What follows belongs to an exercise in optimizing a design on an open flow for small area; a production flow would make more cautious choices. The RTL was checked by simulation tests, not by an equivalence proof against the original design. Power is estimated from default activity; no workload was simulated.

== job 6656 ==
// somfy_remote
module somfy_remote (
    input  wire        CLK,
    input  wire        RST_N,
    input  wire        CFG_RESET_ON_START,
    input  wire        REQ_VALID,
    input  wire [7:0]  REQ_LEN,
    input  wire [7:0]  REQ_DATA,
    input  wire [2:0]  REQ_SEL,
    output wire        REQ_READY,
    output wire [1:0]  MODE,
    output wire        BUSY,
    output wire        ONLINE,
    output wire        OUT_VALID,
    output wire [1:0]  OUT_KIND,
    output wire [2:0]  OUT_CODE,
    output wire [3:0]  OUT_BTN,
    output wire [23:0] OUT_IDENT,
    output wire [7:0]  OUT_CHAR,
    output wire        ACK_VALID,
    output wire [23:0] ACK_IDENT,
    output wire [7:0]  ACK_CHAR,
    output wire [2:0]  NVM_ADDR,
    output wire        NVM_RE,
    output wire        NVM_WE,
    output wire [32:0] NVM_WDATA,
    input  wire [32:0] NVM_RDATA,
    input  wire        NVM_DONE,
    input  wire        NVM_OK,
    output wire        RADIO_TX_REQ,
    input  wire        RADIO_TX_OK,
    output wire        RADIO_STBY_REQ,
    input  wire        RADIO_READY,
    output wire        LINE
);
Settings: LEC_CHECK=0, CAP_MARGIN=20, CORE_MARGIN=2, CORE_UTILIZATION=75, SLEW_MARGIN=20; clock period 10.0 ns.
standard.sh (not shown) runs the stock make flow with config.mk's settings and CLKGATE_MAP_FILE= SYNTH_SCRIPT=/design/flow/synth_recipe.tcl, a recipe that flattens the netlist after the stock synthesis.
==> flow/flow/run.sh <==
#!/bin/bash
# The standard layout (standard.sh), with:
#  - port buffers of the smallest buffer cell;
#  - a clock tree of small buffers without dummy loads.
set -euo pipefail
export FLOW_WORK="$PWD"
export AREA_ABC_SCRIPT="$PWD/flow/area.abc"
bash standard.sh \
  "SYNTH_SCRIPT=$PWD/flow/synth.tcl" \
  "ADDER_MAP_FILE=" \
  "BUFFER_PORTS_ARGS=-buffer_cell sky130_fd_sc_hd__buf_1" \
  "CTS_ARGS=-sink_clustering_enable -repair_clock_nets -dont_use_dummy_load -buf_list {sky130_fd_sc_hd__clkbuf_8}" \
  finish > standard_flow.log 2>&1
==> flow/flow/area.abc <==
&get -n
&st
&deepsyn -T 180
&dch -f
&nf -R 1000 -p
&put
mfs2
strash
&get -n
&st
&dch -f
&nf -R 1000 -p
&put
topo
==> flow/flow/synth.tcl <==
proc abc {args} {
  set i [lsearch -exact $args -script]
  if { $i >= 0 } {
    set args [lreplace $args [expr {$i + 1}] [expr {$i + 1}] $::env(AREA_ABC_SCRIPT)]
  }
  yosys abc {*}$args
}
source $::env(FLOW_WORK)/synth_recipe.tcl
> inputs changed (job 6656 -> job 9327)
diff --git a/flow/flow/run.sh b/flow/flow/run.sh
--- a/flow/flow/run.sh
+++ b/flow/flow/run.sh
@@ -1,4 +1,5 @@
 #!/bin/bash
 # The standard layout (standard.sh), with:
+#  - synthesis: ABC maps for area (flow/synth.tcl, flow/area.abc);
 #  - port buffers of the smallest buffer cell;
 #  - a clock tree of small buffers without dummy loads.
@@ -8,5 +9,4 @@
 bash standard.sh \
   "SYNTH_SCRIPT=$PWD/flow/synth.tcl" \
-  "ADDER_MAP_FILE=" \
   "BUFFER_PORTS_ARGS=-buffer_cell sky130_fd_sc_hd__buf_1" \
   "CTS_ARGS=-sink_clustering_enable -repair_clock_nets -dont_use_dummy_load -buf_list {sky130_fd_sc_hd__clkbuf_8}" \
==> flow/flow/area.abc <==
&get -n
&st
&syn2
&dch -f
&nf -R 1000 -p
&put
mfs2
strash
&get -n
&st
&dch -f
&nf -R 1000 -p
&put
topo
diff --git a/flow/flow/synth.tcl b/flow/flow/synth.tcl
--- a/flow/flow/synth.tcl
+++ b/flow/flow/synth.tcl
@@ -1,2 +1,5 @@
+# The standard synthesis (synth_recipe.tcl), with ABC's technology mapping
+# run on an area-oriented script (flow/area.abc) in place of ORFS's speed
+# script. Flip-flop mapping and register names are unchanged.
 proc abc {args} {
   set i [lsearch -exact $args -script]
## What came out
Summary of job 9327 over job 6656: well-tap cell count increased 3; sequential share of layout area lower; detailed-routed wire length on met3 now larger; met2 usage higher.
When the final numbers for job 9327 and job 6656 were put side by side, the clock share of power turned out to be greater in job 6656.
Final critical-path required period in job 9327 is 2.27 ns above job 6656.
Diff job 6656 -> job 9327: share of synthesized area occupied by flip-flops and latches now sits lower; synthesized area rose by 360 µm².
Edits applied to the flow inputs when going from job 9327 to job 1732:
==> flow/flow/run.sh <==
#!/bin/bash
# The standard layout (standard.sh), with:
#  - port buffers of the smallest buffer cell;
#  - a clock tree of small buffers without dummy loads.
set -euo pipefail
export FLOW_WORK="$PWD"
export AREA_ABC_SCRIPT="$PWD/flow/area.abc"
bash standard.sh \
  "SYNTH_SCRIPT=$PWD/flow/synth.tcl" \
  "ADDER_MAP_FILE=" \
  "BUFFER_PORTS_ARGS=-buffer_cell sky130_fd_sc_hd__buf_1" \
  "CTS_ARGS=-sink_clustering_enable -repair_clock_nets -dont_use_dummy_load -buf_list {sky130_fd_sc_hd__clkbuf_8}" \
  finish > standard_flow.log 2>&1
==> flow/flow/area.abc <==
&get -n
&st
&deepsyn -T 180
&dch -f
&nf -R 1000 -p
&put
mfs2
strash
&get -n
&st
&dch -f
&nf -R 1000 -p
&put
topo
==> flow/flow/synth.tcl <==
proc abc {args} {
  set i [lsearch -exact $args -script]
  if { $i >= 0 } {
    set args [lreplace $args [expr {$i + 1}] [expr {$i + 1}] $::env(AREA_ABC_SCRIPT)]
  }
  yosys abc {*}$args
}
source $::env(FLOW_WORK)/synth_recipe.tcl
diff --git a/flow/config.mk b/flow/config.mk
--- a/flow/config.mk
+++ b/flow/config.mk
@@ -8,4 +8,4 @@
 export CAP_MARGIN = 20
 export CORE_MARGIN = 2
-export CORE_UTILIZATION = 75
+export CORE_UTILIZATION = 85
 export SLEW_MARGIN = 20
[summary]
FAIL job 1732 @ global placement without I/O: tool exited with error
Taking job 9327 as the reference point, the xor-xnor portion of the synthesized cell area of job 1732 rises by 5.0 points.
Looking at proportion of synthesized area in mux cells across job 9327 and job 1732, the one that comes out lower is job 1732.
Diff job 9327 -> job 1732: post-synthesis adder-cell area fraction went down by 13 points; mean cell area of the mapped netlist went down by about 7.5%.
On job 1732: area after synthesis is about 9% lower than what job 9327 gave.
Job 1732 against job 9327: synthesized instance count decreased by about 1.5% relative to the old numbers, die extent in y decreased by about 10% relative to the old numbers, number of distinct standard cells referenced by the synthesized netlist decreased by about 6% relative to the old numbers.

---

## v6
Another version of the RTL of somfy_remote (not shown whole).
Settings: LEC_CHECK=0, CAP_MARGIN=20, CORE_MARGIN=2, CORE_UTILIZATION=60, SLEW_MARGIN=20; clock period 10.0 ns.
==> flow/flow/run.sh <==
#!/bin/bash
# The standard layout (standard.sh), with:
#  - synthesis: ABC maps for area (flow/synth.tcl, flow/area.abc);
#  - port buffers of the smallest buffer cell;
#  - a clock tree of small buffers without dummy loads.
set -euo pipefail
export FLOW_WORK="$PWD"
export AREA_ABC_SCRIPT="$PWD/flow/area.abc"
bash standard.sh \
  "SYNTH_SCRIPT=$PWD/flow/synth.tcl" \
  "BUFFER_PORTS_ARGS=-buffer_cell sky130_fd_sc_hd__buf_1" \
  "CTS_ARGS=-sink_clustering_enable -repair_clock_nets -dont_use_dummy_load -buf_list {sky130_fd_sc_hd__clkbuf_8} -sink_clustering_size 25 -sink_clustering_max_diameter 150" \
  finish > standard_flow.log 2>&1
==> flow/flow/area.abc <==
strash
dch -f
map -a
mfs2
strash
dch -f
map -a
topo
==> flow/flow/synth.tcl <==
# The standard synthesis (synth_recipe.tcl), with ABC's technology mapping
# run on an area-oriented script (flow/area.abc) in place of ORFS's speed
# script. Flip-flop mapping and register names are unchanged.
proc abc {args} {
  set i [lsearch -exact $args -script]
  if { $i >= 0 } {
    set args [lreplace $args [expr {$i + 1}] [expr {$i + 1}] $::env(AREA_ABC_SCRIPT)]
  }
  yosys abc {*}$args
}
source $::env(FLOW_WORK)/synth_recipe.tcl
v6 finished all stages; the layout is clean.
The inputs of v7 differ from those of v6 as listed below.
Settings: changing CORE_UTILIZATION from 60 to 75.
diff --git a/flow/flow/run.sh b/flow/flow/run.sh
--- a/flow/flow/run.sh
+++ b/flow/flow/run.sh
@@ -10,4 +10,4 @@
   "SYNTH_SCRIPT=$PWD/flow/synth.tcl" \
   "BUFFER_PORTS_ARGS=-buffer_cell sky130_fd_sc_hd__buf_1" \
-  "CTS_ARGS=-sink_clustering_enable -repair_clock_nets -dont_use_dummy_load -buf_list {sky130_fd_sc_hd__clkbuf_8} -sink_clustering_size 25 -sink_clustering_max_diameter 150" \
+  "CTS_ARGS=-sink_clustering_enable -repair_clock_nets -dont_use_dummy_load -buf_list {sky130_fd_sc_hd__clkbuf_4} -sink_buffer_max_cap_derate 0.6" \
   finish > standard_flow.log 2>&1
==> comparison <==
More vias were needed by v7 than by v6.
Diff v6 -> v7: setup slack after layout down 96 ps; wire length of the first global-routing pass down about 2.4%.
Going from v6 to v7, the clock period minus final worst setup slack was found to have gone up by 96 ps.
met2 track demand over resource for v7: 14 points up relative to v6
v7 — routing usage on met3 5.0 points higher, v6 as reference
Looking at multi-input gate share of total cell area, v7 sits above v6.
Looking at global routing usage summed across all routing layers, v7 sits 7.6 points higher than v6 does.
Diff v6 -> v7: wire length ~0 delta, setup slack at placement -34 ps.

-- afterwards: timing with drivers on the ports --
The results above use ideal ports. As a check the final layouts listed here were re-extracted and re-timed, cells and wires unchanged.
Step 1: set_driving_cell puts a clkbuf_16 on CLK and a buf_2 on each other input, an assumption about the parent block.
Step 2 also shifts input and output timing later by t, the mid clock arrival at the registers, as if the neighbouring blocks saw the same clock.
a / b / c = no drivers / after step 1 / after step 2; a / b = the first two.
run	shift t [ns]	setup WS [ns]	worst hold slack (ns)	worst setup path after step 2	latest minus earliest clock arrival (ns)
job 6656	0.336	3.265 / 3.236 / 3.572	0.567 / 0.567 / 0.567	register to output	0.011 / 0.012
job 9327	0.331	0.992 / 0.962 / 1.293	0.617 / 0.617 / 0.617	register to output	0.022 / 0.022
v6	0.367	1.362 / 1.332 / 1.700	0.409 / 0.409 / 0.409	register to output	0.022 / 0.023
v7	0.433	1.266 / 1.238 / 1.671	0.415 / 0.415 / 0.415	register to output	0.022 / 0.022
After both steps every run listed still meets setup and hold.
